Background: an optimization exercise with open tools, aiming at small area, a short achievable clock period and few clock cycles. Do not read the settings as production practice. Only simulation tests tie the RTL to the original design; equivalence was not proved.

--- flow/config.mk ---
export PLATFORM = sky130hd
export DESIGN_NAME = lpt
export DESIGN_NICKNAME = lpt
export VERILOG_FILES = /design/flow/design.v
export SDC_FILE = /design/flow/constraint.sdc
export NUM_CORES = 4
export LEC_CHECK = 0
export CAP_MARGIN = 20
export CORE_MARGIN = 2
export CORE_UTILIZATION = 40
export PLACE_DENSITY = 0.6
export SLEW_MARGIN = 20
--- flow/constraint.sdc ---
create_clock -name core_clock -period 10.0 [get_ports {clk}]
set_input_delay 2.0000 -clock core_clock [delete_from_list [all_inputs] [get_ports {clk}]]
set_output_delay 2.0000 -clock core_clock [all_outputs]
set_load 0.01 [all_outputs]
--- flow/design.v ---
module lpt_calc (
    input  wire        clk,
    input  wire        rst,
    input  wire        start,      
    input  wire        go,         
    input  wire [1:0]  op,         
    input  wire        w16,        
    input  wire        wr0,        
    input  wire        wr1,        
    input  wire [31:0] wdata,
    input  wire [31:0] arg1,
    output wire        done,       
    output reg  [7:0]  fault,      
    output reg  [30:0] res0,       
    output reg  [2:0]  res_sel     
);
    localparam [1:0] S_IDLE = 2'd0, S_RUN = 2'd1, S_DONE = 2'd2;
    localparam [7:0] F_DIV0 = 8'h03, F_CMP = 8'h04, F_COUNT = 8'h05;
    reg  [1:0]  state;
    reg  [1:0]  opr;         
    reg         wide;
    reg  [33:0] acc;         
    reg  [31:0] dv;          
    reg  [5:0]  lz0, lz1;    
    reg  [31:0] m;           
    reg  [8:0]  z;           
    reg  [2:0]  cp;          
    reg         ovf;         
    reg         sgn;         
    reg  [4:0]  cnt;         
    reg         ex;          
    reg  [1:0]  fcode;       
    reg  [32:0] fqr;         
    reg  [8:0]  r5;          
    reg  [2:0]  bgc;         
    reg         bgf;         
    wire idle   = (state == S_IDLE);
    wire fin    = (state == S_DONE);
    assign done = fin;
    wire fq_rdy = (bgc == 3'd0);
    wire [31:0] sh_in = (wr0 || wr1) ? wdata : arg1;
    function [3:0] lzc8;
        input [7:0] x;
        begin
            casez (x)
                8'b1???????: lzc8 = 4'd0;
                8'b01??????: lzc8 = 4'd1;
                8'b001?????: lzc8 = 4'd2;
                8'b0001????: lzc8 = 4'd3;
                8'b00001???: lzc8 = 4'd4;
                8'b000001??: lzc8 = 4'd5;
                8'b0000001?: lzc8 = 4'd6;
                8'b00000001: lzc8 = 4'd7;
                default:     lzc8 = 4'd8;
            endcase
        end
    endfunction
    wire [3:0] lzb3 = lzc8(sh_in[31:24]);
    wire [3:0] lzb2 = lzc8(sh_in[23:16]);
    wire [3:0] lzb1 = lzc8(sh_in[15:8]);
    wire [3:0] lzb0 = lzc8(sh_in[7:0]);
    wire       nz3 = |sh_in[31:24];
    wire       nz2 = |sh_in[23:16];
    wire       nz1 = |sh_in[15:8];
    wire       nz0 = |sh_in[7:0];
    reg  [5:0] lz;
    always @* begin
        if (nz3)      lz = {3'd0, lzb3[2:0]};
        else if (nz2) lz = {3'd1, lzb2[2:0]};
        else if (nz1) lz = {3'd2, lzb1[2:0]};
        else if (nz0) lz = {3'd3, lzb0[2:0]};
        else          lz = 6'd32;
    end
    wire [4:0]  sh_amt = wr0 ? lz[4:0] : {lz[4:1], 1'b0};
    wire [31:0] sh_out = sh_in << sh_amt;
    reg  [2:0]  g5;
    always @* begin
        if      (lz >= 6'd20) g5 = 3'd4;
        else if (lz >= 6'd15) g5 = 3'd3;
        else if (lz >= 6'd10) g5 = 3'd2;
        else if (lz >= 6'd5)  g5 = 3'd1;
        else                  g5 = 3'd0;
    end
    reg  [32:0] fq_ld;
    always @* begin
        case (g5)
            3'd4: fq_ld = {1'b0, wdata} << 20;
            3'd3: fq_ld = {1'b0, wdata} << 15;
            3'd2: fq_ld = {1'b0, wdata} << 10;
            3'd1: fq_ld = {1'b0, wdata} << 5;
            default: fq_ld = {1'b0, wdata};
        endcase
    end
    function [9:0] d500;    
        input [8:0] r;
        input       b;
        reg   [10:0] t;
        begin
            t = {1'b0, r, b} - 11'd500;
            if (t[10]) d500 = {1'b0, r[7:0], b};
            else       d500 = {1'b1, t[8:0]};
        end
    endfunction
    wire [8:0]  br0 = bgf ? {1'b0, fqr[32:25]} : r5;
    wire [4:0]  bb  = bgf ? fqr[24:20] : fqr[32:28];
    wire [9:0]  bs0 = d500(br0,       bb[4]);
    wire [9:0]  bs1 = d500(bs0[8:0],  bb[3]);
    wire [9:0]  bs2 = d500(bs1[8:0],  bb[2]);
    wire [9:0]  bs3 = d500(bs2[8:0],  bb[1]);
    wire [9:0]  bs4 = d500(bs3[8:0],  bb[0]);
    wire [4:0]  bq  = {bs0[9], bs1[9], bs2[9], bs3[9], bs4[9]};
    wire [32:0] fqr_nx = bgf ? {fqr[19:0], 8'd0, bq} : {fqr[27:0], bq};
    wire [23:0] fq = fqr[23:0];
    wire [8:0]  fr = r5;
    wire [2:0] pidx = 3'd6 - cnt[2:0];
    reg  [1:0] pbits;
    always @* begin
        case (pidx)
            3'd1: pbits = 2'b11;
            3'd4: pbits = 2'b10;
            default: pbits = 2'b00;
        endcase
    end
    wire pl = (opr == 2'd2) && !idle;
    wire b1 = pl ? pbits[1] : acc[31];
    wire b2 = pl ? pbits[0] : acc[30];
    function [10:0] zstep;    
        input [8:0] zi;
        input       b;
        input [8:0] r;
        reg   [11:0] v, v1, v2;
        begin
            v  = {2'b0, zi, 1'b0} + (b ? {3'b0, r} : 12'd0);
            v1 = {2'b0, zi, 1'b0} + (b ? {3'b0, r} : 12'd0) - 12'd500;
            v2 = {2'b0, zi, 1'b0} + (b ? {3'b0, r} : 12'd0) - 12'd1000;
            if (!v2[11])      zstep = {2'd2, v2[8:0]};
            else if (!v1[11]) zstep = {2'd1, v1[8:0]};
            else              zstep = {2'd0, v[8:0]};
        end
    endfunction
    wire [10:0] zs1 = zstep(z, b1, fr);
    wire [10:0] zs2 = zstep(zs1[8:0], b2, fr);
    wire [2:0]  cnew = {zs1[10:9], 1'b0} + {1'b0, zs2[10:9]};
    wire [33:0] o1 = {1'b0, m[30:0], 2'b00};
    wire [33:0] o2 = {29'd0, cp, 2'b00};
    wire [33:0] o3 = b1 ? {9'd0, fq, 1'b0} : 34'd0;
    wire [33:0] o4 = b2 ? {10'd0, fq} : 34'd0;
    wire [33:0] s1  = o1 ^ o2 ^ o3;
    wire [33:0] c1  = {((o1 & o2) | (o1 & o3) | (o2 & o3)), 1'b0};
    wire [33:0] ys  = s1 ^ c1 ^ o4;
    wire [33:0] yc  = {((s1 & c1) | (s1 & o4) | (c1 & o4)), 1'b0};
    wire [33:0] ya  = fin ? {3'd0, m[30:0]} : ys;
    wire [33:0] yb  = fin ? {31'd0, cp} : yc;
    wire [33:0] ysum = ya + yb;
    wire [33:0] dvx = {2'b00, dv};
    wire [33:0] p1  = acc + (sgn ? dvx : ~dvx) + {33'd0, !sgn};
    wire        q1  = !p1[33];
    wire [33:0] pp1 = {p1[32:0], 1'b0};
    wire [33:0] p2  = pp1 + (q1 ? ~dvx : dvx) + {33'd0, q1};
    wire        q2  = !p2[33];
    wire [6:0]  t0     = {1'b0, lz0} - {1'b0, lz1};
    wire [6:0]  t0e    = {1'b0, lz0} - {1'b0, lz1[5:1], 1'b0};
    wire        a0z    = lz0[5];
    wire        cmp_bad = lz1[5] || t0[6] || (t0 == 7'd0) ||
                          (w16 ? (t0 >= 7'd29) : (t0 >= 7'd21));
    wire [4:0]  p_rest = t0e[5:1];
    wire [4:0]  t_rest = lz1[5] ? 5'd0 : (5'd15 - {1'b0, lz1[4:1]});
    wire [31:0] qf = ex ? {1'b0, m[31:1]} : m;
    reg  [31:0] qk;
    reg         pfound;
    reg  [2:0]  psel;
    reg  [16:0] qsel;
    reg         fits;
    integer k;
    always @* begin
        pfound = 1'b0;
        qk     = 32'd0;
        psel   = 3'd0;
        qsel   = 17'd0;
        fits   = 1'b0;
        for (k = 0; k < 7; k = k + 1) begin
            case (k)
                0: qk = qf >> 1;
                1: qk = qf >> 4;
                2: qk = wide ? (qf >> 7) : (qf >> 6);
                3: qk = wide ? (qf >> 9) : (qf >> 7);
                4: qk = wide ? (qf >> 11) : (qf >> 8);
                5: qk = qf >> 9;
                default: qk = qf >> 11;
            endcase
            if (wide)
                fits = (k < 5) && (qk[31:17] == 15'd0) && (qk[16:0] != 17'd0) &&
                       (!qk[16] || (qk[15:0] == 16'd0));
            else
                fits = (qk[31:9] == 23'd0) && (qk[8:0] != 9'd0) &&
                       (!qk[8] || (qk[7:0] == 8'd0));
            if (!pfound && fits) begin
                pfound = 1'b1;
                psel   = k + 1;
                qsel   = qk[16:0];
            end
        end
    end
    wire [16:0] cval = qsel - 17'd1;
    always @* begin
        fault   = 8'd0;
        res0    = 31'd0;
        res_sel = 3'd0;
        case (fcode)
            2'd1: fault = F_DIV0;
            2'd2: fault = F_CMP;
            default: begin
                if (opr == 2'd0) begin
                    if (!pfound) fault = F_CMP;
                    else begin
                        res0    = {14'd0, cval};
                        res_sel = psel;
                    end
                end else begin
                    if (ovf || (ysum[33:31] != 3'd0)) fault = F_COUNT;
                    else res0 = ysum[30:0];
                end
            end
        endcase
    end
    always @(posedge clk) begin
        if (rst) begin
            state <= S_IDLE;
            opr   <= 2'd0;
            wide  <= 1'b0;
            acc   <= 34'd0;
            dv    <= 32'd0;
            lz0   <= 6'd32;
            lz1   <= 6'd32;
            m     <= 32'd0;
            z     <= 9'd0;
            cp    <= 3'd0;
            ovf   <= 1'b0;
            sgn   <= 1'b0;
            cnt   <= 5'd0;
            ex    <= 1'b0;
            fcode <= 2'd0;
            fqr   <= 33'd0;
            r5    <= 9'd0;
            bgc   <= 3'd0;
            bgf   <= 1'b0;
        end else begin
            if (wr0) begin
                dv  <= sh_out;
                lz0 <= lz;
                fqr <= fq_ld;
                bgc <= 3'd5 - g5;
                bgf <= 1'b1;
            end else if (bgc != 3'd0) begin
                fqr <= fqr_nx;
                r5  <= bs4[8:0];
                bgc <= bgc - 3'd1;
                bgf <= 1'b0;
            end
            if (wr1) begin
                acc <= {2'b00, sh_out};
                lz1 <= lz;
            end
            case (state)
                S_IDLE: begin
                    if (start) begin
                        opr   <= op;
                        wide  <= w16;
                        fcode <= 2'd0;
                        ex    <= !t0e[0];
                        if (!go) begin
                            state <= S_DONE;
                        end else if (op == 2'd0) begin
                            if (a0z) begin
                                fcode <= 2'd1;
                                state <= S_DONE;
                            end else if (cmp_bad) begin
                                fcode <= 2'd2;
                                state <= S_DONE;
                            end else begin
                                acc <= {p2[32:0], 1'b0};
                                sgn <= !q2;
                                m   <= {m[29:0], q1, q2};
                                cnt <= p_rest;
                                state <= (p_rest == 5'd0) ? S_DONE : S_RUN;
                            end
                        end else if (fq_rdy) begin
                            if (op == 2'd2) begin
                                m   <= {8'd0, fq};
                                z   <= fr;
                                cnt <= 5'd5;
                            end else begin
                                acc <= {acc[31:0], 2'b00};
                                z   <= zs2[8:0];
                                cp  <= cnew;
                                m   <= {1'b0, ysum[30:0]};
                                ovf <= (ysum[33:31] != 3'd0);
                                cnt <= t_rest;
                            end
                            state <= (op == 2'd1 && t_rest == 5'd0) ? S_DONE : S_RUN;
                        end
                    end
                end
                S_RUN: begin
                    cnt <= cnt - 5'd1;
                    if (cnt == 5'd1)
                        state <= S_DONE;
                    if (opr == 2'd0) begin
                        acc <= {p2[32:0], 1'b0};
                        sgn <= !q2;
                        m   <= {m[29:0], q1, q2};
                    end else begin
                        acc <= {acc[31:0], 2'b00};
                        z   <= zs2[8:0];
                        cp  <= cnew;
                        m   <= {1'b0, ysum[30:0]};
                        ovf <= ovf || (ysum[33:31] != 3'd0);
                    end
                end
                S_DONE: begin
                    state <= S_IDLE;
                    if (!wr1)
                        acc <= {2'b00, sh_out};     
                    m     <= 32'd0;
                    z     <= 9'd0;
                    cp    <= 3'd0;
                    ovf   <= 1'b0;
                    sgn   <= 1'b0;
                end
                default: state <= S_IDLE;
            endcase
        end
    end
endmodule
module lpt #(
    parameter integer CPU_CLOCK_HZ = 16000000
) (
    input  wire        clk,
    input  wire        rst,        
    input  wire        req,
    input  wire        we,
    input  wire [7:0]  addr,
    input  wire [1:0]  size,       
    input  wire [31:0] wdata,
    output wire        ready,
    output reg  [31:0] rdata,
    output wire [19:0] line
);
    localparam integer NLINES = 20;
    localparam [3:0] F_ILLEGAL = 4'h1, F_ACCESS = 4'h2, F_COUNT  = 4'h5,
                     F_PIN     = 4'h6, F_NOTCFG = 4'h7, F_NOCH   = 4'h8;
    localparam integer CMP2_Q  = CPU_CLOCK_HZ / (57600 * 2);
    localparam integer CMP1_Q  = CPU_CLOCK_HZ / (1800 * 2);
    localparam integer CMP2_C  = CMP2_Q - 1;
    localparam integer CMP1_C  = CMP1_Q - 1;
    localparam [7:0]   CMP2_V  = CMP2_C[7:0];
    localparam [15:0]  CMP1_V  = CMP1_C[15:0];
    localparam [12:0]  TCOUNT_V   = 13'd5760;    
    localparam [5:0]   GATE_CYCLE = 6'd32;
    localparam [31:0]  PLAYS_MAX  = 32'd596523236;
    reg [31:0] arg0, arg1;
    reg [30:0] res0;            
    reg [2:0]  rsel;            
    reg        rwide;           
    reg [3:0]  fault;
    reg [1:0]  active_ch;
    reg        cfg1, ie1, ocr1_on;
    reg [4:0]  pin1;
    reg [12:0] tcnt1;
    reg [31:0] budget1;
    reg        cfg2, ie2, ocr2_on;
    reg [4:0]  pin2;
    reg [7:0]  tcnt2;
    reg [12:0] budget2;
    reg [5:0]  gate;
    reg        sig_on;
    reg [NLINES-1:0] level;    
    assign line = level;
    wire [15:0] ocr1 = ocr1_on ? CMP1_V : 16'd0;
    wire [7:0]  ocr2 = ocr2_on ? CMP2_V : 8'd0;
    reg [15:0] rp;
    always @* begin
        case (rsel)
            3'd1: rp = 16'd1;
            3'd2: rp = 16'd8;
            3'd3: rp = rwide ? 16'd64   : 16'd32;
            3'd4: rp = rwide ? 16'd256  : 16'd64;
            3'd5: rp = rwide ? 16'd1024 : 16'd128;
            3'd6: rp = 16'd256;
            3'd7: rp = 16'd1024;
            default: rp = 16'd0;
        endcase
    end
    wire bad_shape = (size != 2'b10) || (addr[1:0] != 2'b00) || (addr >= 8'h3C);
    wire wr_ok_reg = (addr == 8'h00) || (addr == 8'h04) || (addr == 8'h08);
    wire bad_acc   = bad_shape || (we && !wr_ok_reg);
    wire [31:0] cmd = wdata;
    wire is_calcp  = ((cmd & 32'hFFFFFFEF) == 32'h1);
    wire is_calct  = (cmd == 32'h2);
    wire is_cfgc   = ((cmd & 32'hFFFF00FF) == 32'h3);
    wire is_cfgs   = ((cmd & 32'hFFFF00FF) == 32'h4);
    wire is_playc  = (cmd == 32'h5);
    wire is_plays  = (cmd == 32'h6);
    wire is_playsi = (cmd == 32'h7);
    wire is_stop   = (cmd == 32'h8);
    wire is_isplay = (cmd == 32'h9);
    wire [7:0] cmd_pin = cmd[15:8];
    wire plays_big  = (arg0 >= PLAYS_MAX);
    wire plays_calc = cfg1 && !plays_big && (arg0 != 32'd0);
    wire long_cmd  = (fault == 4'd0) &&
                     (is_calcp || is_calct || (is_plays && plays_calc));
    wire may_long  = we && (addr == 8'h00) && (size == 2'b10) &&
                     ((wdata[3:0] == 4'h1) || (wdata[3:0] == 4'h2) ||
                      (wdata[3:0] == 4'h6));
    wire        calc_done;
    wire [7:0]  calc_fault;
    wire [30:0] calc_res0;
    wire [2:0]  calc_sel;
    assign ready = !may_long || calc_done;
    wire   fire  = req && ready;
    wire wr_arg0 = fire && we && !bad_acc && (addr[3:2] == 2'd1);
    wire wr_arg1 = fire && we && !bad_acc && (addr[3:2] == 2'd2);
    lpt_calc u_calc (
        .clk      (clk),
        .rst      (rst),
        .start    (req && may_long),
        .go       (long_cmd),
        .op       (is_calcp ? 2'd0 : is_calct ? 2'd1 : 2'd2),
        .w16      (cmd[4]),
        .wr0      (wr_arg0),
        .wr1      (wr_arg1),
        .wdata    (wdata),
        .arg1     (arg1),
        .done     (calc_done),
        .fault    (calc_fault),
        .res0     (calc_res0),
        .res_sel  (calc_sel)
    );
    always @* begin
        rdata = 32'd0;
        if (!bad_acc && !we) begin
            case (addr[5:2])
                4'h1: rdata = arg0;
                4'h2: rdata = arg1;
                4'h3: rdata = {1'b0, res0};
                4'h4: rdata = {rp, 8'd0, 5'd0, rsel};
                4'h5: rdata = {22'd0, cfg2, cfg1, (fault != 4'd0), sig_on,
                               active_ch, cfg2, cfg1, ie2, ie1};
                4'h6: rdata = {28'd0, fault};
                4'h7: rdata = {3'd0, pin1, 7'd0, cfg1, ocr1};
                4'h8: rdata = {3'd0, pin2, 7'd0, cfg2, 8'd0, ocr2};
                4'h9: rdata = {16'd0, cfg1 ? CMP1_V : 16'd0};
                4'hA: rdata = {24'd0, cfg2 ? CMP2_V : 8'd0};
                4'hB: rdata = {19'd0, cfg2 ? TCOUNT_V : 13'd0};
                4'hC: rdata = budget1;
                4'hD: rdata = {19'd0, budget2};
                4'hE: rdata = {26'd0, gate};
                default: rdata = 32'd0;
            endcase
        end
    end
    reg [31:0] n_arg0, n_arg1;
    reg [30:0] n_res0;
    reg [2:0]  n_rsel;
    reg        n_rwide;
    reg [3:0]  n_fault;
    reg [1:0]  n_active;
    reg        n_cfg1, n_ie1, n_ocr1_on;
    reg [4:0]  n_pin1;
    reg [12:0] n_tcnt1;
    reg [31:0] n_budget1;
    reg        n_cfg2, n_ie2, n_ocr2_on;
    reg [4:0]  n_pin2;
    reg [7:0]  n_tcnt2;
    reg [12:0] n_budget2;
    reg [5:0]  n_gate;
    reg        n_sig;
    reg [NLINES-1:0] n_level;
    reg        ev1, ev2;
    reg [3:0]  hfault;
    always @* begin
        n_arg0 = arg0;   n_arg1 = arg1;   n_res0 = res0;
        n_rsel = rsel;   n_rwide = rwide;
        n_fault = fault; n_active = active_ch;
        n_cfg1 = cfg1; n_ie1 = ie1; n_ocr1_on = ocr1_on; n_pin1 = pin1;
        n_budget1 = budget1;
        n_cfg2 = cfg2; n_ie2 = ie2; n_ocr2_on = ocr2_on; n_pin2 = pin2;
        n_budget2 = budget2;
        n_gate = gate; n_sig = sig_on;
        n_level = level;
        hfault = 4'd0;
        ev1 = 1'b0;
        n_tcnt1 = tcnt1;
        if (cfg1) begin
            if (tcnt1 == ocr1[12:0]) begin
                ev1 = 1'b1;
                n_tcnt1 = 13'd0;
            end else begin
                n_tcnt1 = tcnt1 + 13'd1;
            end
        end
        ev2 = 1'b0;
        n_tcnt2 = tcnt2;
        if (cfg2) begin
            if (tcnt2 == ocr2) begin
                ev2 = 1'b1;
                n_tcnt2 = 8'd0;
            end else begin
                n_tcnt2 = tcnt2 + 8'd1;
            end
        end
        if (ev1 && ie1) begin
            if (budget1 != 32'd0) begin
                n_level[pin1] = ~n_level[pin1];
                if (!budget1[31])
                    n_budget1 = budget1 - 32'd1;
            end else begin
                n_ie1 = 1'b0;
                n_level[pin1] = 1'b0;
            end
        end
        if (ev2 && ie2) begin
            if (gate != 6'd0) begin
                if (sig_on)
                    n_level[pin2] = ~n_level[pin2];
                n_budget2 = budget2 - 13'd1;
                if (budget2 == 13'd1) begin
                    n_ie2 = 1'b0;
                    n_level[pin2] = 1'b0;
                end
                n_gate = gate - 6'd1;
            end else begin
                n_gate = GATE_CYCLE;
                n_budget2 = budget2 - 13'd1;
                n_sig = ~sig_on;
                if (!sig_on)
                    n_level[pin2] = ~n_level[pin2];
                else
                    n_level[pin2] = 1'b0;
            end
        end
        if (fire) begin
            if (bad_acc) begin
                hfault = F_ACCESS;
            end else if (we) begin
                case (addr[3:2])
                    2'd1: n_arg0 = wdata;
                    2'd2: n_arg1 = wdata;
                    2'd0: begin
                        if (fault == 4'd0) begin
                            if (is_calcp || is_calct) begin
                                if (calc_fault != 8'd0) begin
                                    hfault = calc_fault[3:0];
                                end else begin
                                    n_res0  = calc_res0;
                                    n_rsel  = calc_sel;
                                    n_rwide = cmd[4];
                                end
                            end else if (is_cfgc) begin
                                if (cmd_pin >= 8'd20) begin
                                    hfault = F_PIN;
                                end else begin
                                    n_pin2    = cmd_pin[4:0];
                                    n_cfg2    = 1'b1;
                                    n_active  = 2'd2;
                                end
                            end else if (is_cfgs) begin
                                if (cmd_pin >= 8'd20) begin
                                    hfault = F_PIN;
                                end else begin
                                    n_pin1    = cmd_pin[4:0];
                                    n_cfg1    = 1'b1;
                                    n_active  = 2'd1;
                                end
                            end else if (is_playc) begin
                                if (!cfg2) begin
                                    hfault = F_NOTCFG;
                                end else begin
                                    n_ocr2_on = 1'b1;
                                    n_budget2 = TCOUNT_V;
                                    n_gate    = GATE_CYCLE;
                                    n_sig     = 1'b1;
                                    n_ie2     = 1'b1;
                                end
                            end else if (is_plays) begin
                                if (!cfg1) begin
                                    hfault = F_NOTCFG;
                                end else if (plays_big) begin
                                    hfault = F_COUNT;
                                end else begin
                                    n_ocr1_on = 1'b1;
                                    n_budget1 = {1'b0, plays_calc ? calc_res0 : 31'd0};
                                    n_ie1     = 1'b1;
                                end
                            end else if (is_playsi) begin
                                if (!cfg1) begin
                                    hfault = F_NOTCFG;
                                end else begin
                                    n_ocr1_on = 1'b1;
                                    n_budget1 = 32'hFFFFFFFF;
                                    n_ie1     = 1'b1;
                                end
                            end else if (is_stop) begin
                                if (active_ch == 2'd0) begin
                                    hfault = F_NOCH;
                                end else if (active_ch == 2'd1) begin
                                    n_ie1 = 1'b0;
                                    n_level[pin1] = 1'b0;
                                end else begin
                                    n_ie2 = 1'b0;
                                    n_level[pin2] = 1'b0;
                                end
                            end else if (is_isplay) begin
                                if (active_ch == 2'd0)
                                    hfault = F_NOCH;
                                else
                                    n_res0 = {30'd0, (active_ch == 2'd1) ? n_ie1 : n_ie2};
                            end else begin
                                hfault = F_ILLEGAL;
                            end
                        end
                    end
                    default: ;
                endcase
            end
            if (fault == 4'd0)
                n_fault = hfault;
        end
    end
    always @(posedge clk) begin
        if (rst) begin
            arg0 <= 32'd0; arg1 <= 32'd0; res0 <= 31'd0; rsel <= 3'd0; rwide <= 1'b0;
            fault <= 4'd0; active_ch <= 2'd0;
            cfg1 <= 1'b0; ie1 <= 1'b0; ocr1_on <= 1'b0; pin1 <= 5'd0;
            tcnt1 <= 13'd0; budget1 <= 32'd0;
            cfg2 <= 1'b0; ie2 <= 1'b0; ocr2_on <= 1'b0; pin2 <= 5'd0;
            tcnt2 <= 8'd0; budget2 <= 13'd0;
            gate <= 6'd0; sig_on <= 1'b0;
        end else begin
            level <= n_level;
            arg0 <= n_arg0; arg1 <= n_arg1; res0 <= n_res0; rsel <= n_rsel; rwide <= n_rwide;
            fault <= n_fault; active_ch <= n_active;
            cfg1 <= n_cfg1; ie1 <= n_ie1; ocr1_on <= n_ocr1_on; pin1 <= n_pin1;
            tcnt1 <= n_tcnt1; budget1 <= n_budget1;
            cfg2 <= n_cfg2; ie2 <= n_ie2; ocr2_on <= n_ocr2_on; pin2 <= n_pin2;
            tcnt2 <= n_tcnt2; budget2 <= n_budget2;
            gate <= n_gate; sig_on <= n_sig;
        end
    end
endmodule
--- flow/run.sh ---
#!/bin/bash
# synth_recipe.tcl (not shown) runs the flow's synth.tcl, then flattens the netlist and writes it again
# the make line also repeats each setting of config.mk as NAME=value (left out here)
make -C /OpenROAD-flow-scripts/flow DESIGN_CONFIG=/design/flow/config.mk WORK_HOME=/design/flow/orfs CLKGATE_MAP_FILE= SYNTH_SCRIPT=/design/flow/synth_recipe.tcl finish
==> metrics.md, run 1 <==
| Metric | Value |
|---|---|
| Setup bufs post-CTS | 0 |
| Min Hold Slack | 0.460 ns |
| TritonCTS clock tree | done |
| Worst Hold Launch | u_calc.lz0[4] |
| Clock latency on the worst-skew pair | 0.63 ns |
| Status | complete, no violations |
| Crit end category | flop |
| # rows | 116 |
| RR Endpoint | u_calc.sgn |
| Hold Crit Class | reg -> reg |
| TNS Setup | 0 ns |
| Core footprint | 0.0997 mm² |
| Final instance area | 0.0436 mm² |
| Die W | 320 µm |
| Storage element area | 0.00815 mm² |
| Post-DR vias/cell | 6.45 |
| Most common flop cell mapped by yosys | dfxtp_1 |
| WL final | 170 mm |
| # setup viols final | 0 |
| Synth async-reset ratio | 0% |
| Worst Setup SP | u_calc.sgn |
| Synthesized area | 0.0400 mm² |
| WL/cell | 24.9 µm |
| TritonRoute pass-1 iters | 8 |
| Reg-to-reg startpoint | u_calc.sgn |
| Delay-heaviest family, CP | compound AO/OA/AOI/OAI gates |
| Post-synthesis sequential area ratio | 20.4% |
| Area contributors post-synth | dfxtp_1 (19%), a21oi_1 (7.1%), nand2_1 (6.5%), nor2_1 (6.0%), ha_1 (5.7%) |
| Final period utilization | 85.1% |
| CP max stage delay | 0.67 ns |
| Pin count of the biggest net entering global routing | 83 |
| Initial DRC count | 5528 |
| Number of top-level pins | 99 |
| Synth-to-Final Area Change | 8.92% |
| Fmax achieved | 117 MHz |
| Post-synth top cells | nand2_1 (694), nor2_1 (635), a21oi_1 (566) |
| Post-route ant nets | 0 |
| Startpoint types | flop |
| FF+latch count, synth | 397 |
| Most common cell in the netlist | nand2_1 |
| Critical Path AT | 8.96 ns |
| Hpwl dp | 126 mm |
| Global-route wire length before repair | 255 mm |
| Multi-input logic area | 0.0298 mm² |
| Worst Setup EP | u_calc.sgn |
| Met2 usage | 48.6% |
| CP Depth | 31 |
| Max Clock Skew | 0.0423 ns |
| Post-synthesis cell count | 5640 |
| Worst slew pin tran | 1.16 ns |
| Worst-path fanout max | 29 |
| Initial Util | 40.1% |
| Vias in the first global route | 40400 |
| Synth cell types | 129 |
| Post-synth net total | 5898 |
| Most Crowded Layer GR | met2 |
| Total global-route track usage | 31.7% |
| Nets | 5747 |
| Critical Path Most Common Cell | a21oi_1 |
| Top cell type's share of synthesized area | 18.9% |
| Port bufs | 98 |
| DIE AREA | 0.103 mm² |
| Yosys warnings | 2 |
| CTS Sinks | 397 |
| Filler cells | 10200 |
| Total number of vias | 44100 |
| Placer Congestion | 1.03 |
| Minimum clock period | 8.51 ns |
| Worst-path clk slew | 0.06 ns |
| Share of cells above drive strength 1 | 6.30% |
| CTS Buf Count | 47 |
| Post-synth EDFFs | 20 |
| Post-synth top area cell | dfxtp_1 |
| Reg2Reg Setup Slack | 1.49 ns |
| Max transition margin | 22.0% |
| Post-route DRC violation count | 0 |
| Non-Filler Instances | 6831 |
| DIE HEIGHT | 320 µm |
| CTS root buffer | clkbuf_16 |
| Worst EP required | 10.45 ns |
| Max cap viols | 0 |
| Hold_buf cts | 0 |
| Antenna violations before repair | 20 |
| Worst Reg-to-Reg Cells | 31 |
| Setup CP Type | reg -> reg |
| H-tree depth | 2 |
| Syn Area/Cell | 7.10 µm² |
| CTS resizes | 0 |
| CP Buf/Inv Count | 2 |
| Final hold viol count | 0 |
| RSZ-0062 raised after global routing | false |
| Clock Path Buffers | 3 |
| Slew Limit Fails | 0 |
| Met1 Track Usage GR | 41.6% |
| Post-DP Area | 0.0420 mm² |
| CP max-delay cell | xnor2_2 |
| Placed Cells | 6737 |
| Met3 usage | 6.55% |
| GR Overflow Total | 0 |
-- area by class of cell --
type | count | share of cell area [%]
tap | 1298 | 3.73
clock buffer | 70 | 3.27
multi-input combinational | 4665 | 68.4
sequential | 397 | 18.7
antenna | 7 | 0.0402
inverter | 189 | 1.63
clock inverter | 16 | 0.430
timing repair buffer | 189 | 3.83
-- worst register-to-register path, delay by kind of cell, from the launching register on --
family	cells	cell delay (ns)
simple gates	4	0.35
buf+inv	2	1.01
fa+ha+maj	2	0.76
xor+xnor	4	1.37
compound gates	19	4.24
flops	1	0.62
-- state kept, by name, indices dropped and copies added (netlist names), 8 cells and up --
| name | count |
|---|---|
| res0 | 31 |
| arg0 | 32 |
| u_calc.z | 9 |
| u_calc.fqr | 33 |
| level | 20 |
| tcnt2 | 8 |
| arg1 | 32 |
| tcnt1 | 13 |
| u_calc.acc | 34 |
| u_calc.dv | 32 |
| u_calc.r5 | 9 |
| u_calc.m | 32 |
| budget1 | 32 |
| budget2 | 13 |
-- layer usage --
metal  part of all wire [%]  routed length, µm
met4                    6.1              10400
met5                  0.084                142
met3                    9.8              16600
met1                     41              69500
met2                     43              73200
-- worst min path at each step --
stage / end / slack [ns] / cells after the start
finish: u_calc.lz0[4] / 0.46 / 2
CTS: u_calc.lz0[4] / 0.46 / 2
floorplan: res0[16] / 0.42 / 2
global placement: u_calc.lz0[4] / 0.45 / 2
detailed placement: u_calc.lz0[4] / 0.45 / 2
global route: u_calc.lz0[4] / 0.49 / 2
-- cells by family after synthesis --
logic type,Yosys count,synth area share (%)
multiplexers,209,5.87
buffers and inverters,578,5.60
XOR/XNOR,262,5.73
adder cells (fa/ha/maj),213,7.23
AO/OA/AOI/OAI,1827,30.0
flip-flops,397,20.4
AND/OR/NAND/NOR,2154,25.3
-- per-stage QoR --
step	setup WS [ns]	util [%]
2_1_floorplan	2.27	-
3_3_place_gp	1.62	42.1
3_5_place_dp	1.51	42.1
4_1_cts	1.47	43.7
5_1_grt	0.903	43.7
6_report	1.49	43.7
-- cell usage in the layout, fill, tap and decap left out, types with 21 or more instances in the layout --
cell type and n:
fa_1 31, o211ai_1 39, and3_1 43, o21bai_1 38, o31ai_1 26, clkbuf_16 48, o221ai_1 44, a31oi_1 76
nor3_1 175, a22oi_1 123, inv_1 182, o21ai_0 302, mux2_2 39, o21a_1 29, nand2_1 692, o21ai_1 21
buf_4 91, or3_1 49, clkdlybuf4s50_1 97, a21o_1 54, nand4_1 42, nor2_1 627, a21oi_1 565, ha_1 179
nand3_1 126, dfxtp_1 373, nor4_1 40, xnor2_1 161, xor2_1 100, o22ai_1 64, a221oi_1 52, nor2b_1 57
mux2i_1 151, nand2b_1 52, a22o_1 25, a211oi_1 126, and2_1 94
Testbench counts, summed over its fixed seeds: cycles 4,468.
==> run 2: changes to the inputs <==
--- a/flow/design.v
+++ b/flow/design.v
@@ -31,5 +31,5 @@
     reg         ex;          
     reg  [1:0]  fcode;       
-    reg  [32:0] fqr;         
+    reg  [31:0] fqr;         
     reg  [8:0]  r5;          
     reg  [2:0]  bgc;         
@@ -72,73 +72,54 @@
         else          lz = 6'd32;
     end
-    wire [4:0]  sh_amt = wr0 ? lz[4:0] : {lz[4:1], 1'b0};
-    wire [31:0] sh_out = sh_in << sh_amt;
-    reg  [2:0]  g5;
-    always @* begin
-        if      (lz >= 6'd20) g5 = 3'd4;
-        else if (lz >= 6'd15) g5 = 3'd3;
-        else if (lz >= 6'd10) g5 = 3'd2;
-        else if (lz >= 6'd5)  g5 = 3'd1;
-        else                  g5 = 3'd0;
-    end
-    reg  [32:0] fq_ld;
-    always @* begin
-        case (g5)
-            3'd4: fq_ld = {1'b0, wdata} << 20;
-            3'd3: fq_ld = {1'b0, wdata} << 15;
-            3'd2: fq_ld = {1'b0, wdata} << 10;
-            3'd1: fq_ld = {1'b0, wdata} << 5;
-            default: fq_ld = {1'b0, wdata};
-        endcase
-    end
+    wire [31:0] sh16 = lz[4] ? {sh_in[15:0], 16'd0} : sh_in;
+    wire [31:0] sh8  = lz[3] ? {sh16[23:0], 8'd0}   : sh16;
+    wire [31:0] sh4  = lz[2] ? {sh8[27:0], 4'd0}    : sh8;
+    wire [31:0] sh2  = lz[1] ? {sh4[29:0], 2'd0}    : sh4;
+    wire [31:0] sh_out = (lz[0] && wr0) ? {sh2[30:0], 1'b0} : sh2;
+    wire        bg_small = (lz[5:2] >= 4'd6);
+    wire [2:0]  bg_cyc   = 3'd6 - lz[4:2];
     function [9:0] d500;    
         input [8:0] r;
         input       b;
-        reg   [10:0] t;
+        reg   [9:0] v, t;
+        reg         ge;
         begin
-            t = {1'b0, r, b} - 11'd500;
-            if (t[10]) d500 = {1'b0, r[7:0], b};
-            else       d500 = {1'b1, t[8:0]};
+            v  = {r, b};
+            ge = v[9] | (v[8] & v[7] & v[6] & v[5] & v[4] & (v[3] | v[2]));
+            t  = v - 10'd500;
+            d500 = ge ? {1'b1, t[8:0]} : {1'b0, v[8:0]};
         end
     endfunction
-    wire [8:0]  br0 = bgf ? {1'b0, fqr[32:25]} : r5;
-    wire [4:0]  bb  = bgf ? fqr[24:20] : fqr[32:28];
-    wire [9:0]  bs0 = d500(br0,       bb[4]);
-    wire [9:0]  bs1 = d500(bs0[8:0],  bb[3]);
-    wire [9:0]  bs2 = d500(bs1[8:0],  bb[2]);
-    wire [9:0]  bs3 = d500(bs2[8:0],  bb[1]);
-    wire [9:0]  bs4 = d500(bs3[8:0],  bb[0]);
-    wire [4:0]  bq  = {bs0[9], bs1[9], bs2[9], bs3[9], bs4[9]};
-    wire [32:0] fqr_nx = bgf ? {fqr[19:0], 8'd0, bq} : {fqr[27:0], bq};
+    wire [8:0]  br0 = bgf ? {1'b0, fqr[31:24]} : r5;
+    wire [3:0]  bb  = bgf ? fqr[23:20] : fqr[31:28];
+    wire [9:0]  bs0 = d500(br0,       bb[3]);
+    wire [9:0]  bs1 = d500(bs0[8:0],  bb[2]);
+    wire [9:0]  bs2 = d500(bs1[8:0],  bb[1]);
+    wire [9:0]  bs3 = d500(bs2[8:0],  bb[0]);
+    wire [3:0]  bq  = {bs0[9], bs1[9], bs2[9], bs3[9]};
+    wire [31:0] fqr_nx = bgf ? {fqr[19:0], 8'd0, bq} : {fqr[27:0], bq};
     wire [23:0] fq = fqr[23:0];
     wire [8:0]  fr = r5;
-    wire [2:0] pidx = 3'd6 - cnt[2:0];
-    reg  [1:0] pbits;
-    always @* begin
-        case (pidx)
-            3'd1: pbits = 2'b11;
-            3'd4: pbits = 2'b10;
-            default: pbits = 2'b00;
-        endcase
-    end
-    wire pl = (opr == 2'd2) && !idle;
-    wire b1 = pl ? pbits[1] : acc[31];
-    wire b2 = pl ? pbits[0] : acc[30];
+    wire b1 = acc[31];
+    wire b2 = acc[30];
+    wire [11:0] fr5  = {3'd0, fr} - 12'd500;
+    wire [11:0] fr10 = {3'd0, fr} - 12'd1000;
     function [10:0] zstep;    
-        input [8:0] zi;
-        input       b;
-        input [8:0] r;
-        reg   [11:0] v, v1, v2;
+        input [8:0]  zi;
+        input        b;
+        input [8:0]  r;
+        input [11:0] r5m, r10m;
+        reg   [11:0] v0, v1, v2;
         begin
-            v  = {2'b0, zi, 1'b0} + (b ? {3'b0, r} : 12'd0);
-            v1 = {2'b0, zi, 1'b0} + (b ? {3'b0, r} : 12'd0) - 12'd500;
-            v2 = {2'b0, zi, 1'b0} + (b ? {3'b0, r} : 12'd0) - 12'd1000;
+            v0 = {2'b0, zi, 1'b0} + (b ? {3'b0, r} : 12'd0);
+            v1 = {2'b0, zi, 1'b0} + (b ? r5m  : 12'hE0C);     
+            v2 = {2'b0, zi, 1'b0} + (b ? r10m : 12'hC18);     
             if (!v2[11])      zstep = {2'd2, v2[8:0]};
             else if (!v1[11]) zstep = {2'd1, v1[8:0]};
-            else              zstep = {2'd0, v[8:0]};
+            else              zstep = {2'd0, v0[8:0]};
         end
     endfunction
-    wire [10:0] zs1 = zstep(z, b1, fr);
-    wire [10:0] zs2 = zstep(zs1[8:0], b2, fr);
+    wire [10:0] zs1 = zstep(z, b1, fr, fr5, fr10);
+    wire [10:0] zs2 = zstep(zs1[8:0], b2, fr, fr5, fr10);
     wire [2:0]  cnew = {zs1[10:9], 1'b0} + {1'b0, zs2[10:9]};
     wire [33:0] o1 = {1'b0, m[30:0], 2'b00};
@@ -164,43 +145,74 @@
     wire        cmp_bad = lz1[5] || t0[6] || (t0 == 7'd0) ||
                           (w16 ? (t0 >= 7'd29) : (t0 >= 7'd21));
-    wire [4:0]  p_rest = t0e[5:1];
-    wire [4:0]  t_rest = lz1[5] ? 5'd0 : (5'd15 - {1'b0, lz1[4:1]});
-    wire [31:0] qf = ex ? {1'b0, m[31:1]} : m;
-    reg  [31:0] qk;
-    reg         pfound;
-    reg  [2:0]  psel;
-    reg  [16:0] qsel;
-    reg         fits;
-    integer k;
-    always @* begin
-        pfound = 1'b0;
-        qk     = 32'd0;
-        psel   = 3'd0;
-        qsel   = 17'd0;
-        fits   = 1'b0;
-        for (k = 0; k < 7; k = k + 1) begin
-            case (k)
-                0: qk = qf >> 1;
-                1: qk = qf >> 4;
-                2: qk = wide ? (qf >> 7) : (qf >> 6);
-                3: qk = wide ? (qf >> 9) : (qf >> 7);
-                4: qk = wide ? (qf >> 11) : (qf >> 8);
-                5: qk = qf >> 9;
-                default: qk = qf >> 11;
-            endcase
-            if (wide)
-                fits = (k < 5) && (qk[31:17] == 15'd0) && (qk[16:0] != 17'd0) &&
-                       (!qk[16] || (qk[15:0] == 16'd0));
-            else
-                fits = (qk[31:9] == 23'd0) && (qk[8:0] != 9'd0) &&
-                       (!qk[8] || (qk[7:0] == 8'd0));
-            if (!pfound && fits) begin
-                pfound = 1'b1;
-                psel   = k + 1;
-                qsel   = qk[16:0];
+    function [7:0] ktab;      
+        input [6:0] x;        
+        input       w;
+        begin
+            if (x[6] || x == 7'd0)      ktab = {1'b1, 1'b0, 2'd3, 3'd1, 1'b0};
+            else if (!w) begin
+                if      (x <= 7'd3)     ktab = {1'b1, 1'b0, 2'd2, 3'd2, 1'b0};
+                else if (x <= 7'd5)     ktab = {1'b1, 1'b0, 2'd1, 3'd3, 1'b0};
+                else if (x == 7'd6)     ktab = {1'b1, 1'b0, 2'd1, 3'd4, 1'b0};
+                else if (x == 7'd7)     ktab = {1'b1, 1'b0, 2'd1, 3'd5, 1'b0};
+                else if (x == 7'd8)     ktab = {1'b1, 1'b0, 2'd2, 3'd6, 1'b0};
+                else if (x <= 7'd10)    ktab = {1'b1, 1'b1, 2'd0, 3'd7, 1'b0};
+                else                    ktab = 8'd0;
+            end else begin
+                if      (x <= 7'd3)     ktab = {1'b1, 1'b0, 2'd3, 3'd2, 1'b0};
+                else if (x <= 7'd6)     ktab = {1'b1, 1'b0, 2'd2, 3'd3, 1'b0};
+                else if (x <= 7'd8)     ktab = {1'b1, 1'b0, 2'd2, 3'd4, 1'b0};
+                else if (x <= 7'd10)    ktab = {1'b1, 1'b1, 2'd0, 3'd5, 1'b0};
+                else                    ktab = 8'd0;
             end
         end
+    endfunction
+    function [3:0] kval;
+        input [2:0] idx;
+        input       w;
+        begin
+            case (idx)
+                3'd1: kval = 4'd0;
+                3'd2: kval = 4'd3;
+                3'd3: kval = w ? 4'd6 : 4'd5;
+                3'd4: kval = w ? 4'd8 : 4'd6;
+                3'd5: kval = w ? 4'd10 : 4'd7;
+                3'd6: kval = 4'd8;
+                default: kval = 4'd10;
+            endcase
+        end
+    endfunction
+    wire [6:0]  xa  = t0 - (w16 ? 7'd17 : 7'd9);      
+    wire [6:0]  xb  = t0 - (w16 ? 7'd18 : 7'd10);     
+    wire [7:0]  kta = ktab(xa, w16);
+    wire [7:0]  ktb = ktab(xb, w16);
+    wire [5:0]  nsa = t0e[5:0] - {2'd0, kval(kta[3:1], w16)};    
+    wire [5:0]  nsb = t0e[5:0] - {2'd0, kval(ktb[3:1], w16)};
+    wire [4:0]  pra = nsa[5:1] - {4'd0, !nsa[0]};              
+    wire [4:0]  prb = nsb[5:1] - {4'd0, !nsb[0]};
+    wire        qt0 = lz1[0] ? q2 : q1;                        
+    wire [7:0]  ktc = qt0 ? kta : ktb;
+    wire [5:0]  nsc = qt0 ? nsa : nsb;
+    wire [4:0]  p_rest = qt0 ? pra : prb;
+    wire        p_end  = qt0 ? (pra == 5'd0 || !kta[7]) : (prb == 5'd0 || !ktb[7]);
+    reg         klast;
+    reg  [1:0]  kdelta;
+    reg  [2:0]  kidx;
+    wire [4:0]  t_rest = lz1[5] ? 5'd0 : (5'd15 - {1'b0, lz1[4:1]});
+    wire [17:0] q0  = ex ? m[18:1] : m[17:0];
+    wire        fit0 = (q0 != 18'd0) &&
+                       (wide ? (q0[17] == 1'b0 && (!q0[16] || q0[15:0] == 16'd0))
+                             : (q0[17:9] == 9'd0 && (!q0[8] || q0[7:0] == 8'd0)));
+    reg  [16:0] q1s;
+    always @* begin
+        case (kdelta)
+            2'd1: q1s = q0[17:1];
+            2'd2: q1s = {1'b0, q0[17:2]};
+            default: q1s = {2'b0, q0[17:3]};
+        endcase
     end
+    wire [16:0] qsel = fit0 ? q0[16:0] : q1s;
     wire [16:0] cval = qsel - 17'd1;
+    wire        pfound = fit0 || (!klast && q0 != 18'd0);
+    wire [2:0]  psel = fit0 ? kidx : (kidx + 3'd1);
     always @* begin
         fault   = 8'd0;
@@ -240,6 +252,9 @@
             cnt   <= 5'd0;
             ex    <= 1'b0;
+            klast <= 1'b0;
+            kdelta <= 2'd0;
+            kidx  <= 3'd0;
             fcode <= 2'd0;
-            fqr   <= 33'd0;
+            fqr   <= 32'd0;
             r5    <= 9'd0;
             bgc   <= 3'd0;
@@ -249,10 +264,16 @@
                 dv  <= sh_out;
                 lz0 <= lz;
-                fqr <= fq_ld;
-                bgc <= 3'd5 - g5;
+                if (bg_small) begin
+                    fqr <= 32'd0;
+                    r5  <= {1'b0, wdata[7:0]};
+                    bgc <= 3'd0;
+                end else begin
+                    fqr <= sh4;
+                    bgc <= bg_cyc;
+                end
                 bgf <= 1'b1;
             end else if (bgc != 3'd0) begin
                 fqr <= fqr_nx;
-                r5  <= bs4[8:0];
+                r5  <= bs3[8:0];
                 bgc <= bgc - 3'd1;
                 bgf <= 1'b0;
@@ -268,5 +289,4 @@
                         wide  <= w16;
                         fcode <= 2'd0;
-                        ex    <= !t0e[0];
                         if (!go) begin
                             state <= S_DONE;
@@ -283,5 +303,11 @@
                                 m   <= {m[29:0], q1, q2};
                                 cnt <= p_rest;
-                                state <= (p_rest == 5'd0) ? S_DONE : S_RUN;
+                                ex  <= nsc[0];
+                                klast  <= ktc[6];
+                                kdelta <= ktc[5:4];
+                                kidx   <= ktc[3:1];
+                                if (!ktc[7])
+                                    fcode <= 2'd2;
+                                state <= p_end ? S_DONE : S_RUN;
                             end
                         end else if (fq_rdy) begin
@@ -289,4 +315,5 @@
                                 m   <= {8'd0, fq};
                                 z   <= fr;
+                                acc <= {2'b00, 10'b11_00_00_10_00, 22'd0};
                                 cnt <= 5'd5;
                             end else begin
@@ -477,4 +504,5 @@
     reg        n_sig;
     reg [NLINES-1:0] n_level;
+    reg        a1_tog, a1_clr, a2_tog, a2_clr, s1_clr, s2_clr;
     reg        ev1, ev2;
     reg [3:0]  hfault;
@@ -488,5 +516,6 @@
         n_budget2 = budget2;
         n_gate = gate; n_sig = sig_on;
-        n_level = level;
+        a1_tog = 1'b0; a1_clr = 1'b0; a2_tog = 1'b0; a2_clr = 1'b0;
+        s1_clr = 1'b0; s2_clr = 1'b0;
         hfault = 4'd0;
         ev1 = 1'b0;
@@ -512,10 +541,10 @@
         if (ev1 && ie1) begin
             if (budget1 != 32'd0) begin
-                n_level[pin1] = ~n_level[pin1];
+                a1_tog = 1'b1;
                 if (!budget1[31])
                     n_budget1 = budget1 - 32'd1;
             end else begin
                 n_ie1 = 1'b0;
-                n_level[pin1] = 1'b0;
+                a1_clr = 1'b1;
             end
         end
@@ -523,9 +552,9 @@
             if (gate != 6'd0) begin
                 if (sig_on)
-                    n_level[pin2] = ~n_level[pin2];
+                    a2_tog = 1'b1;
                 n_budget2 = budget2 - 13'd1;
                 if (budget2 == 13'd1) begin
                     n_ie2 = 1'b0;
-                    n_level[pin2] = 1'b0;
+                    a2_clr = 1'b1;
                 end
                 n_gate = gate - 6'd1;
@@ -535,7 +564,7 @@
                 n_sig = ~sig_on;
                 if (!sig_on)
-                    n_level[pin2] = ~n_level[pin2];
+                    a2_tog = 1'b1;
                 else
-                    n_level[pin2] = 1'b0;
+                    a2_clr = 1'b1;
             end
         end
@@ -606,8 +635,8 @@
                                 end else if (active_ch == 2'd1) begin
                                     n_ie1 = 1'b0;
-                                    n_level[pin1] = 1'b0;
+                                    s1_clr = 1'b1;
                                 end else begin
                                     n_ie2 = 1'b0;
-                                    n_level[pin2] = 1'b0;
+                                    s2_clr = 1'b1;
                                 end
                             end else if (is_isplay) begin
@@ -628,4 +657,18 @@
         end
     end
+    integer ln;
+    reg     lx;
+    always @* begin
+        for (ln = 0; ln < NLINES; ln = ln + 1) begin
+            lx = level[ln];
+            if (pin1 == ln)
+                lx = a1_clr ? 1'b0 : (lx ^ a1_tog);
+            if (pin2 == ln)
+                lx = a2_clr ? 1'b0 : (lx ^ a2_tog);
+            if (((pin1 == ln) && s1_clr) || ((pin2 == ln) && s2_clr))
+                lx = 1'b0;
+            n_level[ln] = lx;
+        end
+    end
     always @(posedge clk) begin
         if (rst) begin
--- a/flow/config.mk
+++ b/flow/config.mk
@@ -8,5 +8,6 @@
 export CAP_MARGIN = 20
 export CORE_MARGIN = 2
-export CORE_UTILIZATION = 40
-export PLACE_DENSITY = 0.6
+export CORE_UTILIZATION = 50
+export PLACE_DENSITY = 0.65
+export SETUP_SLACK_MARGIN = 2.5
 export SLEW_MARGIN = 20
==> run 2 against run 1 <==
Against the previous run: register-to-register slack better by 1.5 ns; critical path type is now in -> out; maximum frequency increased by 18%; still clean on timing, DRC and antenna; design area is 2.6% higher; highest routed layer unchanged; area after synthesis rose by 2.6%; critical endpoint is now rdata[5]; clock-buffer cell count shrank 8.
==> metrics.md, run 2 <==
| Metric | Value |
|---|---|
| Hold_buf cts | 0 |
| Hold Crit Class | reg -> reg |
| Post-synthesis cell count | 5661 |
| # rows | 105 |
| Nets | 5876 |
| Number of top-level pins | 99 |
| Syn Area/Cell | 7.25 µm² |
| Startpoint types | input pin |
| Synthesized area | 0.0411 mm² |
| DIE AREA | 0.0844 mm² |
| Yosys warnings | 2 |
| Critical Path AT | 5.23 ns |
| CTS root buffer | clkbuf_16 |
| Placer Congestion | 1.04 |
| Die W | 291 µm |
| Area contributors post-synth | dfxtp_1 (19%), a21oi_1 (7.6%), ha_1 (6.9%), nand2_1 (5.8%), nor2_1 (5.3%) |
| Vias in the first global route | 40400 |
| Fmax achieved | 138 MHz |
| Top cell type's share of synthesized area | 18.6% |
| Min-Delay Endpoint | u_calc.ex |
| FF+latch count, synth | 401 |
| Slew Limit Fails | 0 |
| Min Hold Slack | 0.458 ns |
| Setup WS post-layout | 2.77 ns |
| Met1 Track Usage GR | 50.2% |
| Post-route ant nets | 0 |
| WL/cell | 25.2 µm |
| CTS Sinks | 401 |
| Post-synth net total | 5966 |
| GR Overflow Total | 0 |
| Post-synth EDFFs | 20 |
| Most common flop cell mapped by yosys | dfxtp_1 |
| RR Endpoint | u_calc.z[4] |
| Pin count of the biggest net entering global routing | 131 |
| Antenna violations before repair | 7 |
| Met3 usage | 6.55% |
| Post-DR vias/cell | 6.69 |
| Worst slew pin tran | 1.16 ns |
| Final period utilization | 72.3% |
| Port bufs | 98 |
| Met2 usage | 58.5% |
| TritonCTS clock tree | done |
| Commonest cells after routing, fill and taps aside | nand2_1 (633), a21oi_1 (620), nor2_1 (565) |
| Worst-path clk slew | 0.06 ns |
| DIE HEIGHT | 291 µm |
| Placed Cells | 6576 |
| Final hold viol count | 0 |
| Total global-route track usage | 37.9% |
| Share of cells above drive strength 1 | 7.01% |
| Clock latency on the worst-skew pair | 0.64 ns |
| Reg-to-reg startpoint | u_calc.r5[4] |
| Non-Filler Instances | 6683 |
| Hold Crit Depth | 2 |
| # setup viols final | 0 |
| Crit end category | output pin |
| Initial Util | 50.2% |
| Largest Register | u_calc.acc |
| Dpl ws | 1.91 ns |
| Hpwl dp | 126 mm |
| Max cap viols | 0 |
| CTS Buf Count | 48 |
| Clock Path Buffers | 3 |
| Most Crowded Layer GR | met2 |
| Worst-path fanout max | 29 |
| Most common cell in the netlist | nand2_1 |
| Reg2Reg Setup Slack | 2.98 ns |
| Total number of vias | 44700 |
| Synth async-reset ratio | 0% |
| TritonRoute pass-1 iters | 7 |
| H-tree depth | 2 |
| Most common cell after layout, fill and taps aside | nand2_1 |
| Max reg flops | 34 |
| Post-synth top area cell | dfxtp_1 |
| WL final | 168 mm |
| Status | complete, no violations |
| Post-synth top cells | nand2_1 (634), a21oi_1 (623), nor2_1 (575) |
| Max Clock Skew | 0.0555 ns |
| Worst Hold Launch | u_calc.ex |
| Worst Reg-to-Reg Cells | 28 |
| Setup CP Type | in -> out |
| Worst EP required | 8.00 ns |
| TNS Setup | 0 ns |
| Post-route DRC violation count | 0 |
| Minimum clock period | 7.23 ns |
| Initial DRC count | 5453 |
| RSZ-0062 raised after global routing | false |
| Core footprint | 0.0817 mm² |
| Post-synthesis sequential area ratio | 20.0% |
| Max transition margin | 22.2% |
| Synth cell types | 125 |
| Global-route wire length before repair | 252 mm |
| Synth-to-Final Area Change | 9.01% |
## run 2: final cells by class
| class | instances | area (µm²) |
|---|---|---|
| Antenna cell | 4 | 10.0 |
| Timing Repair Buffer | 204 | 1820 |
| Sequential cell | 401 | 8240 |
| Inverter | 220 | 827 |
| Clock buffer | 62 | 1350 |
| Fill cell | 8050 | 37000 |
| Clock inverter | 26 | 322 |
| Tap cell | 1070 | 1340 |
| Multi-Input combinational cell | 4696 | 30800 |
## run 2: what timing repair did
| action | 4_1_cts | 5_1_grt |
|---|---|---|
| setup endpoints to repair | 22 | 40 |
| resized for setup | 7 | 24 |
| buffers inserted | 0 | 11 |
| pin swaps | 0 | 4 |
| gates cloned | 0 | 1 |
## run 2: worst max-delay path: stages
cell             delay, ns
clkdlybuf4s50_1       0.45
buf_4                 0.32
nand2b_1              0.17
nor3_2                0.59
buf_4                 0.39
a222oi_1              0.22
a31oi_1               0.44
clkdlybuf4s50_1       0.63
## run 2: worst max-delay path by stage
stage                           from         endpoint  slack, ns  cells after the start
after floorplan             wdata[4]  u_calc.state[0]       3.05                     28
after global placement      wdata[4]  u_calc.state[0]       1.99                     27
after detailed placement    wdata[4]  u_calc.state[0]       1.91                     27
after CTS                 u_calc.sgn    u_calc.cnt[4]       2.50                     26
after global routing      u_calc.sgn  u_calc.state[0]       2.51                     27
final                        addr[2]         rdata[5]       2.77                      8
## run 2: logic make-up (layout without fill, tap and decap cells)
logic type | Yosys count | count (layout) | synth area share (%)
and+or+nand+nor | 2007 | 2007 | 22.9
AOI/OAI and AO/OA | 1877 | 1877 | 30.2
buffers and inverters | 564 | 512 | 5.42
DFF | 401 | 401 | 20.0
xor gates and xnor gates | 298 | 298 | 6.48
adders and majority gates | 260 | 260 | 8.54
muxes | 254 | 254 | 6.42
other | 0 | 4 | 0
## run 2: layer usage
metal	wire, µm	share of wire (%)
met4	10700	6.3
met5	29	0.017
met3	16800	10
met1	68300	41
met2	72500	43
## run 2: per-stage QoR
step | util [%] | cell area [µm²]
2_1_floorplan | - | 41100
3_3_place_gp | 52.4 | 42800
3_5_place_dp | 52.4 | 42800
4_1_cts | 54.5 | 44500
5_1_grt | 54.8 | 44700
6_report | 54.8 | 44700
Testbench counts of run 2, summed over its fixed seeds: cycles 4,217.
==> run 3: changes to the inputs <==
--- a/flow/config.mk
+++ b/flow/config.mk
@@ -10,4 +10,4 @@
 export CORE_UTILIZATION = 50
 export PLACE_DENSITY = 0.65
-export SETUP_SLACK_MARGIN = 2.5
+export SETUP_SLACK_MARGIN = 4
 export SLEW_MARGIN = 20
==> run 3 against run 2 <==
Against the previous run: sequential share of layout area is 1.4 points lower; critical endpoint is now u_calc.cnt[2]; die area did not move; critical path type is now reg -> reg.
==> metrics.md, run 3 <==
| Metric | Value |
|---|---|
| WL/cell | 25.8 µm |
| Post-synth net total | 5966 |
| Largest family of logic cells by synthesized area | compound AO/OA/AOI/OAI gates |
| Max Clock Skew | 0.0241 ns |
| Finished Core Util | 59.4% |
| Yosys warnings | 2 |
| Adder and majority cell fraction of the synthesized area | 8.54% |
| TNS Setup | 0 ns |
| Pin count of the biggest net entering global routing | 68 |
| Max cap viols | 0 |
| Placed Cells | 6577 |
| FF+latch count, synth | 401 |
| Placer Congestion | 1.04 |
| Most common flop cell mapped by yosys | dfxtp_1 |
| Met2 wire length | 76.8 mm |
| Post-synth top area cell | dfxtp_1 |
| Max transition margin | 17.2% |
| Area contributors post-synth | dfxtp_1 (19%), a21oi_1 (7.6%), ha_1 (6.9%), nand2_1 (5.8%), nor2_1 (5.3%) |
| Startpoint types | flop |
| Max reg flops | 34 |
| Post-DP Area | 0.0430 mm² |
| Post-synth EDFFs | 20 |
| Post-synth top cells | nand2_1 (634), a21oi_1 (623), nor2_1 (575) |
| Share of cells above drive strength 1 | 14.5% |
| Non-Filler Instances | 6851 |
| Post-synthesis sequential area ratio | 20.0% |
| Critical Path AT | 6.82 ns |
| Minimum clock period | 6.34 ns |
| Synth async-reset ratio | 0% |
| CTS Buf Count | 48 |
| Port bufs | 98 |
| Most common cell in the netlist | nand2_1 |
| Highest metal used | met5 |
| Largest Register | u_calc.acc |
| Nets | 6043 |
| Worst slew pin tran | 1.23 ns |
| Dpl ws | 2.14 ns |
| WL final | 177 mm |
| DIE HEIGHT | 291 µm |
| CP max stage delay | 0.47 ns |
| CTS Sinks | 401 |
| CP max-delay cell | dfxtp_4 |
| Worst EP required | 10.47 ns |
| Post-synthesis mux area share | 6.42% |
| Fmax achieved | 158 MHz |
| Crit end category | flop |
| Commonest cells after routing, fill and taps aside | nand2_1 (620), a21oi_1 (579), nor2_1 (547) |
| Total number of vias | 46100 |
| Syn Area/Cell | 7.25 µm² |
| Clock latency on the worst-skew pair | 0.63 ns |
| # setup viols final | 0 |
| Global-route wire length before repair | 263 mm |
| Total global-route track usage | 39.6% |
| Final period utilization | 63.4% |
| Final hold viol count | 0 |
| Final instance area | 0.0486 mm² |
| TritonCTS clock tree | done |
| Compound-Gate Fraction of Synth Area | 30.2% |
| Initial Util | 50.2% |
| Synth Area in Simple Gates | 22.9% |
| Slew Limit Fails | 0 |
| Post-DR vias/cell | 6.73 |
| Top cell type's share of synthesized area | 18.6% |
| DR WL met3 | 17.7 mm |
| TritonRoute pass-1 iters | 8 |
| Post-synthesis cell count | 5661 |
| Delay-heaviest family, CP | compound AO/OA/AOI/OAI gates |
| RSZ-0062 raised after global routing | true |
| Clock Path Buffers | 3 |
| Vias in the first global route | 42200 |
| Post-route DRC violation count | 0 |
| # rows | 105 |
| H-tree depth | 2 |
| Synth-to-Final Area Change | 18.3% |
| Post-route ant nets | 0 |
| DIE AREA | 0.0844 mm² |
| Initial DRC count | 5569 |
| Setup CP Type | reg -> reg |
| Setup WS post-layout | 3.66 ns |
| GR Overflow Total | 0 |
| Synthesized area | 0.0411 mm² |
| Antenna violations before repair | 9 |
| Worst-path fanout max | 6 |
| Synth cell types | 125 |
| Hpwl dp | 128 mm |
| Most common cell after layout, fill and taps aside | nand2_1 |
| Post-Route M1 WL | 69.7 mm |
| Number of top-level pins | 99 |
| XOR/XNOR Fraction of Synth Area | 6.48% |
| Worst-path clk slew | 0.06 ns |
| Hold Crit Class | reg -> reg |
| Die W | 291 µm |
| Core footprint | 0.0817 mm² |
| CTS root buffer | clkbuf_16 |
| CP Buf/Inv Count | 7 |
| Status | complete, no violations |
## run 3: worst register-to-register path: cells and delay by family (launching register included)
kind	cells	cell delay, ns
multiplexers	1	0.14
flip-flops	1	0.47
adder cells (fa/ha/maj)	2	0.52
XOR/XNOR	5	0.82
AND/OR/NAND/NOR	1	0.15
buffers and inverters	7	1.03
AO/OA/AOI/OAI	16	3.06
## run 3: final timing paths
check / start / to / slack, ns / depth (start not counted)
worst min-delay path: u_calc.lz0[0] / u_calc.lz0[0] / 0.48 / 2
worst max-delay path: u_calc.sgn / u_calc.cnt[2] / 3.66 / 32
worst min register to register: u_calc.lz0[0] / u_calc.lz0[0] / 0.48 / 2
worst max register to register: u_calc.sgn / u_calc.cnt[2] / 3.66 / 32
## run 3: cell families after synthesis
family,count (synthesis)
adder cells (fa/ha/maj),260
flip-flops,401
XOR/XNOR,298
multiplexers,254
AO/OA/AOI/OAI,1877
buffers and inverters,564
AND/OR/NAND/NOR,2007
## run 3: through the flow
step | hold WS [ns]
finish | 0.477
global route | 0.497
CTS | 0.475
detailed placement | 0.455
global placement | 0.455
floorplan | 0.433
## run 3: what timing repair did
| action | 4_1_cts | 5_1_grt |
|---|---|---|
| setup buffers | 129 | 41 |
| resized for setup | 414 | 157 |
| pin swaps | 126 | 54 |
| gates cloned | 9 | 2 |
| endpoints found under the setup margin | 305 | 251 |
| hold buffers | 0 | 0 |
## run 3: layout make-up
cell class	count	area, µm²
tap	1070	1340
fill	7585	33200
multi-input combinational	4700	32900
inverter	220	860
clock buffer	67	1370
sequential	401	8250
timing repair buffer	367	3570
clock inverter	21	303
antenna	5	12.5
## run 3: per-layer routing
metal  global-route usage [%]  up-vias
met4                     24.1        6
met5                        0        -
li1                         -    21000
met2                     61.3     2775
met3                     7.10      620
met1                     51.2    21700

## separate check: timing with driven ports
In the flow no input, the clock included, has a driving cell. The finished layouts below were timed again as built, in two steps.
Step 1 assumes that a clkbuf_16 drives the clock port and a buf_2 every other input.
Step 2 adds t to the input delays and takes it off the output delays; t is the mean of the earliest and latest rising clock arrival at the registers after step 1. Input paths then give back, and output paths get back, about the clock's delay inside the block.
Three values: no drivers, after step 1, after step 2; two values: the first two.
| run | shift t [ns] | setup WS [ns] | worst hold slack (ns) | worst setup path after step 2 |
|---|---|---|---|---|
| run 1 | 0.675 | 1.489 / 1.489 / 1.489 | 0.460 / 0.460 / 0.460 | register to register |
| run 2 | 0.685 | 2.766 / 2.735 / 2.109 | 0.458 / 0.458 / 0.458 | input to register |
| run 3 | 0.691 | 3.659 / 3.659 / 3.054 | 0.477 / 0.477 / 0.477 | input to register |
After both steps setup and hold are still met in every run listed. The setup slack of run 2, which loses most, moves by -0.031 ns with the drivers and by -0.657 ns with both steps.
